What follows belongs to an exercise in optimizing a design on an open flow for small area; a production flow would make more cautious choices.
At most, simulation tests tie the RTL to the original design; equivalence was not proved.
Power and IR drop assume default switching activity.

## north
// tw_master
module tw_master (
    input  wire        clk,
    input  wire        rst,
    input  wire        cmd_valid,
    output wire        cmd_ready,
    input  wire [31:0] cmd,
    output reg         done,
    output wire [7:0]  status,
    output reg  [7:0]  result,
    output wire        faulted,
    output wire [7:0]  fault_reason,
    input  wire        tx_we,
    input  wire [3:0]  tx_addr,
    input  wire [7:0]  tx_data,
    output wire        ev_valid,
    input  wire        ev_ready,
    output wire [2:0]  ev_kind,
    output wire [1:0]  ev_pin,
    output wire [7:0]  ev_arg,
    input  wire        smp_level,
    output reg         tw_init,
    output reg         tw_in_tx,
    output reg  [1:0]  tw_speed,
    input  wire [3:0]  rx_idx,
    output wire [7:0]  rx_data,
    output reg  [3:0]  dev_count,
    input  wire [2:0]  dl_idx,
    output wire [6:0]  dl_addr
);
Size: ~1600 cells after synthesis, about 410 flip-flops, about 120 I/O pins, about 0.015 sq mm of cells after synthesis.
export LEC_CHECK = 0
export ABC_AREA = 1
export CAP_MARGIN = 20
export CORE_MARGIN = 2
export CORE_UTILIZATION = 40
export SLEW_MARGIN = 20
create_clock -name core_clock -period 10.0 [get_ports {clk}]
standard.sh (not shown) runs the stock make flow with config.mk's settings and CLKGATE_MAP_FILE= SYNTH_SCRIPT=/design/flow/synth_recipe.tcl, a recipe that flattens the netlist after the stock synthesis.
==> flow/flow/run.sh <==
#!/bin/bash
# Own layout flow: the standard ORFS flow, with two changes to how the
# layout is made:
#  - technology mapping in synthesis uses ABC's area-oriented mapper (amap)
#    instead of ORFS's default ABC script (flip-flop mapping is unchanged);
#  - port buffers use sky130_fd_sc_hd__buf_1.
# Each tool's full output goes to a log file in the work folder.
set -euo pipefail
W=$(pwd)
rm -rf "$W/scripts_local"
cp -r "$FLOW_HOME/scripts" "$W/scripts_local"
cp "$W/flow/abc_area.script" "$W/scripts_local/abc_area.script"
export SCRIPTS_DIR="$W/scripts_local"
export BUFFER_PORTS_ARGS="-buffer_cell sky130_fd_sc_hd__buf_1"
export CTS_ARGS="-sink_clustering_enable -repair_clock_nets -sink_clustering_size 35 -sink_clustering_max_diameter 60 -dont_use_dummy_load"
bash "$W/standard.sh" synth > "$W/synth.log" 2>&1
bash "$W/standard.sh" > "$W/layout.log" 2>&1
==> flow/flow/abc_area.script <==
strash
dc2
dch -f
amap -F 10 -A 30
topo
--- input diff north..south ---
diff --git a/flow/flow/run.sh b/flow/flow/run.sh
--- a/flow/flow/run.sh
+++ b/flow/flow/run.sh
@@ -13,5 +13,5 @@
 export SCRIPTS_DIR="$W/scripts_local"
 export BUFFER_PORTS_ARGS="-buffer_cell sky130_fd_sc_hd__buf_1"
-export CTS_ARGS="-sink_clustering_enable -repair_clock_nets -sink_clustering_size 35 -sink_clustering_max_diameter 60 -dont_use_dummy_load"
+export CTS_ARGS="-sink_clustering_enable -repair_clock_nets -sink_clustering_size 30 -sink_clustering_max_diameter 60 -dont_use_dummy_load"
 bash "$W/standard.sh" synth > "$W/synth.log" 2>&1
 bash "$W/standard.sh" > "$W/layout.log" 2>&1
diff --git a/flow/config.mk b/flow/config.mk
--- a/flow/config.mk
+++ b/flow/config.mk
@@ -9,4 +9,4 @@
 export CAP_MARGIN = 20
 export CORE_MARGIN = 2
-export CORE_UTILIZATION = 40
+export CORE_UTILIZATION = 60
 export SLEW_MARGIN = 20
[summary]
north: all stages complete, timing, DRC and antenna checks passed
south finished end to end and its layout was clean on timing, DRC and antenna.
In the tables for north and south, setup slack reads lower with south.
Compared to north, the router laid down less metal wire for south.
Changes observed in south relative to north: maximum frequency now sits lower; internal power summed over all cells now sits higher; time the final worst path needs with I/O delays and setup now sits higher.
Input changes introduced in east (baseline for comparison: south):
diff --git a/flow/config.mk b/flow/config.mk
--- a/flow/config.mk
+++ b/flow/config.mk
@@ -9,4 +9,4 @@
 export CAP_MARGIN = 20
 export CORE_MARGIN = 2
-export CORE_UTILIZATION = 60
+export CORE_UTILIZATION = 40
 export SLEW_MARGIN = 20
--- outcome ---
Of south and east, the higher register-to-register path setup slack belongs to south.
Going from south to east, amount of wire on met3 after detailed routing went down by 24%, utilization now smaller, share of the clock period used by the worst path after layout now smaller.
When the final numbers for south and east were put side by side, the global-route usage turned out to be greater in south.
east against south: total wire length after detailed routing higher, initial standard-cell utilization of the core lower, number of instances on the worst hold path higher.
The buffer share of cell area on south is in line with that on east.
There was hardly any difference in fraction of final layout cells sized beyond drive strength 1 between south and east.
east ended up with a higher count of buffers not belonging to the clock network in the layout than south did.

========
Another version of the RTL of tw_master (not shown whole).
Size: roughly 1700 cells after synthesis, ~410 flip-flops, ~120 I/O pins, roughly 16000 sq um of cells after synthesis.
clock: 10.0 ns
lec_check: 0
abc_area: 1
cap_margin: 20
core_margin: 2
core_utilization: 40
slew_margin: 20
==> flow/flow/run.sh <==
#!/bin/bash
# Own layout flow: the standard ORFS flow, with two changes to how the
# layout is made:
#  - technology mapping in synthesis uses ABC's area-oriented mapper (amap)
#    instead of ORFS's default ABC script (flip-flop mapping is unchanged);
#  - port buffers use sky130_fd_sc_hd__buf_1.
# Each tool's full output goes to a log file in the work folder.
set -euo pipefail
W=$(pwd)
rm -rf "$W/scripts_local"
cp -r "$FLOW_HOME/scripts" "$W/scripts_local"
cp "$W/flow/abc_area.script" "$W/scripts_local/abc_area.script"
export SCRIPTS_DIR="$W/scripts_local"
export BUFFER_PORTS_ARGS="-buffer_cell sky130_fd_sc_hd__buf_1"
export CTS_ARGS="-sink_clustering_enable -repair_clock_nets -sink_clustering_size 30 -sink_clustering_max_diameter 60 -dont_use_dummy_load"
bash "$W/standard.sh" synth > "$W/synth.log" 2>&1
bash "$W/standard.sh" > "$W/layout.log" 2>&1
==> flow/flow/abc_area.script <==
strash
dch -f
amap
topo
The baseline produced a clean layout.
Then changed:
--- a/flow/flow/run.sh
+++ b/flow/flow/run.sh
@@ -13,5 +13,5 @@
 export SCRIPTS_DIR="$W/scripts_local"
 export BUFFER_PORTS_ARGS="-buffer_cell sky130_fd_sc_hd__buf_1"
-export CTS_ARGS="-sink_clustering_enable -repair_clock_nets -sink_clustering_size 30 -sink_clustering_max_diameter 60 -dont_use_dummy_load"
+export CTS_ARGS="-sink_clustering_enable -repair_clock_nets -sink_clustering_size 30 -sink_clustering_max_diameter 60"
 bash "$W/standard.sh" synth > "$W/synth.log" 2>&1
 bash "$W/standard.sh" > "$W/layout.log" 2>&1
Settings changed: CORE_UTILIZATION 40 to 55.
The changed run completed with no timing, DRC or antenna violations.
Die area fell by 27%.
Setup slack is worse by 0.29 ns.
Clock skew came out lower by 0.022 ns.
Design area is higher by 0.62%.
Hold slack improved by 0.035 ns.
Then changed:
==> flow/run.sh (new file) <==
#!/bin/bash
# synth_recipe.tcl (not shown) runs the flow's synth.tcl, then flattens the netlist and writes it again
# the make line also repeats each setting of config.mk as NAME=value (left out here)
make -C /OpenROAD-flow-scripts/flow DESIGN_CONFIG=/design/flow/config.mk WORK_HOME=/design/flow/orfs CLKGATE_MAP_FILE= SYNTH_SCRIPT=/design/flow/synth_recipe.tcl finish
Settings changed: CORE_UTILIZATION 55 to 40, CTS_CLUSTER_DIAMETER from default to 60, CTS_CLUSTER_SIZE from default to 30.
removed: flow/flow/run.sh
removed: flow/flow/abc_area.script
removed: flow/standard.sh
After rerunning: Worst hold slack degrades by 0.0056 ns; count of clock-buffer cells in the layout rose by 1; global-route usage went down by 7.1 points; sequential share of layout area went down by 5.0 points; die area climbs by about 50%; first-iteration DRC count goes down by 11%.
Then changed:
==> flow/flow/run.sh (new file) <==
#!/bin/bash
# Own layout flow: the standard ORFS flow, with two changes to how the
# layout is made:
#  - technology mapping in synthesis uses ABC's area-oriented mapper (amap)
#    instead of ORFS's default ABC script (flip-flop mapping is unchanged);
#  - port buffers use sky130_fd_sc_hd__buf_1.
# Each tool's full output goes to a log file in the work folder.
set -euo pipefail
W=$(pwd)
rm -rf "$W/scripts_local"
cp -r "$FLOW_HOME/scripts" "$W/scripts_local"
cp "$W/flow/abc_area.script" "$W/scripts_local/abc_area.script"
export SCRIPTS_DIR="$W/scripts_local"
export BUFFER_PORTS_ARGS="-buffer_cell sky130_fd_sc_hd__buf_1"
bash "$W/standard.sh" synth > "$W/synth.log" 2>&1
bash "$W/standard.sh" > "$W/layout.log" 2>&1
==> flow/flow/abc_area.script (new file) <==
strash
dch -f
amap
topo
==> flow/standard.sh (new file) <==
#!/bin/bash
# synth_recipe.tcl (not shown) runs the flow's synth.tcl, then flattens the netlist and writes it again
# the make line also repeats each setting of config.mk as NAME=value (left out here)
make -C /OpenROAD-flow-scripts/flow DESIGN_CONFIG=/design/flow/config.mk WORK_HOME=/design/flow/orfs CLKGATE_MAP_FILE= SYNTH_SCRIPT=/design/flow/synth_recipe.tcl "${@:-finish}"
Settings changed: CTS_CLUSTER_DIAMETER 60 to default, CTS_CLUSTER_SIZE 30 to default.
removed: flow/run.sh
Outcome:
- non-clock buffer count grows by 5
- first-iteration DRC count decreases by a few percent
- via count falls by a little under a tenth
- hold slack hardly moves
- setup slack improves by 0.29 ns
Function was not checked in any run of this note: the RTL went through the layout flow alone.

========
tw_master, a different RTL version from the one above (not shown whole).
Size in the first run: ~1400 cells after synthesis, ~410 flip-flops, roughly 120 I/O pins.
clock: 10.0 ns
lec_check: 0
abc_area: 1
cap_margin: 20
core_margin: 2
core_utilization: 60
slew_margin: 20
==> flow/flow/run.sh <==
#!/bin/bash
# Own layout flow: the standard ORFS flow, with these changes to how the
# layout is made:
#  - technology mapping in synthesis uses ABC's deepsyn restructuring and
#    area-oriented mapper (amap) instead of ORFS's default ABC script
#    (flip-flop mapping is unchanged);
#  - port buffers use sky130_fd_sc_hd__buf_1;
#  - clock tree: small clusters of clkbuf_4 leaves, no dummy loads.
# Each tool's full output goes to a log file in the work folder.
set -euo pipefail
W=$(pwd)
rm -rf "$W/scripts_local"
cp -r "$FLOW_HOME/scripts" "$W/scripts_local"
cp "$W/flow/abc_area.script" "$W/scripts_local/abc_area.script"
export SCRIPTS_DIR="$W/scripts_local"
export BUFFER_PORTS_ARGS="-buffer_cell sky130_fd_sc_hd__buf_1"
export CTS_ARGS="-sink_clustering_enable -repair_clock_nets -sink_clustering_size 10 -sink_clustering_max_diameter 40 -dont_use_dummy_load -buf_list sky130_fd_sc_hd__clkbuf_4"
bash "$W/standard.sh" synth > "$W/synth.log" 2>&1
bash "$W/standard.sh" > "$W/layout.log" 2>&1
==> flow/flow/abc_area.script <==
strash
&get -n
&deepsyn -T 120
&put
dch -f
amap -F 10 -A 30
strash
dch -f
amap -F 10 -A 30
topo
The first run completed with no timing, DRC or antenna violations.
Change:
==> flow/flow/abc_area.script (replaced) <==
strash
&get -n
&deepsyn -T 120
&put
dch -f
amap -F 10 -A 30
topo
Fmax grows by a few percent.
Via count grows slightly.
Routed wire length grows slightly.
Clock skew grows by 0.034 ns.
Sequential share of layout area shrinks by 0.22 points.
Die area is about the same.
Total power grows slightly.
Change:
- CAP_MARGIN: 20 -> 5
- SLEW_MARGIN: 20 -> 5
Effect: Die area is unchanged. Design area does not change. Worst setup slack is unchanged. Synthesized cell count stays the same.
Change:
==> flow/flow/abc_area.script (replaced) <==
strash
&get -n
&deepsyn -T 300
&put
dch -f
amap -F 10 -A 30
topo
- CAP_MARGIN: 5 -> 20
- SLEW_MARGIN: 5 -> 20
What happened:
- The changed run completed with no timing, DRC or antenna violations
- clock skew does not change
- total power stays the same
- utilization does not change
- first-iteration DRC count does not change
- wire length is unchanged
- maximum frequency does not change
- register-to-register slack is about the same
- final area is unchanged
- synthesized cell count does not change

-- separate check: timing with driven ports --
In the flow no input, the clock included, has a driving cell. The finished layouts below were timed again as built, in two steps.
Step 1: set_driving_cell puts a clkbuf_16 on clk and a buf_2 on each other input, an assumption about the parent block.
Step 2 moves the port delays by t, midway between the first and last clock arrival at a register: inputs arrive t later, outputs are due t later. That takes back most of the time a late clock gives input paths.
a / b / c = no drivers / after step 1 / after step 2; a / b = the first two.
| run | t, ns | setup WS [ns] | worst slew at a driven data input, ns |
|---|---|---|---|
| north | 0.611 | 3.119 / 3.097 / 3.097 | 0.06 |
| south | 0.573 | 3.008 / 2.983 / 2.983 | 0.03 |
| east | 0.599 | 3.073 / 3.051 / 3.051 | 0.06 |
| the first run of note 2 | 0.620 | 2.575 / 2.554 / 2.370 | 0.04 |
| the second run of note 2 | 0.623 | 2.286 / 2.265 / 2.265 | 0.04 |
| the third run of note 2 | 0.649 | 2.186 / 2.157 / 2.157 | 0.06 |
| the fourth run of note 2 | 0.609 | 2.480 / 2.460 / 2.430 | 0.04 |
| the first run of note 3 | 0.690 | 2.700 / 2.677 / 2.677 | 0.04 |
| the second run of note 3 | 0.711 | 3.146 / 3.121 / 2.965 | 0.04 |
| the third run of note 3 | 0.711 | 3.146 / 3.121 / 2.965 | 0.04 |
| the fourth run of note 3 | 0.711 | 3.146 / 3.121 / 2.965 | 0.04 |
After both steps every run listed still meets setup and hold. The setup slack of the first run of note 2, which loses most, moves by -0.021 ns with the drivers and by -0.205 ns with both steps.
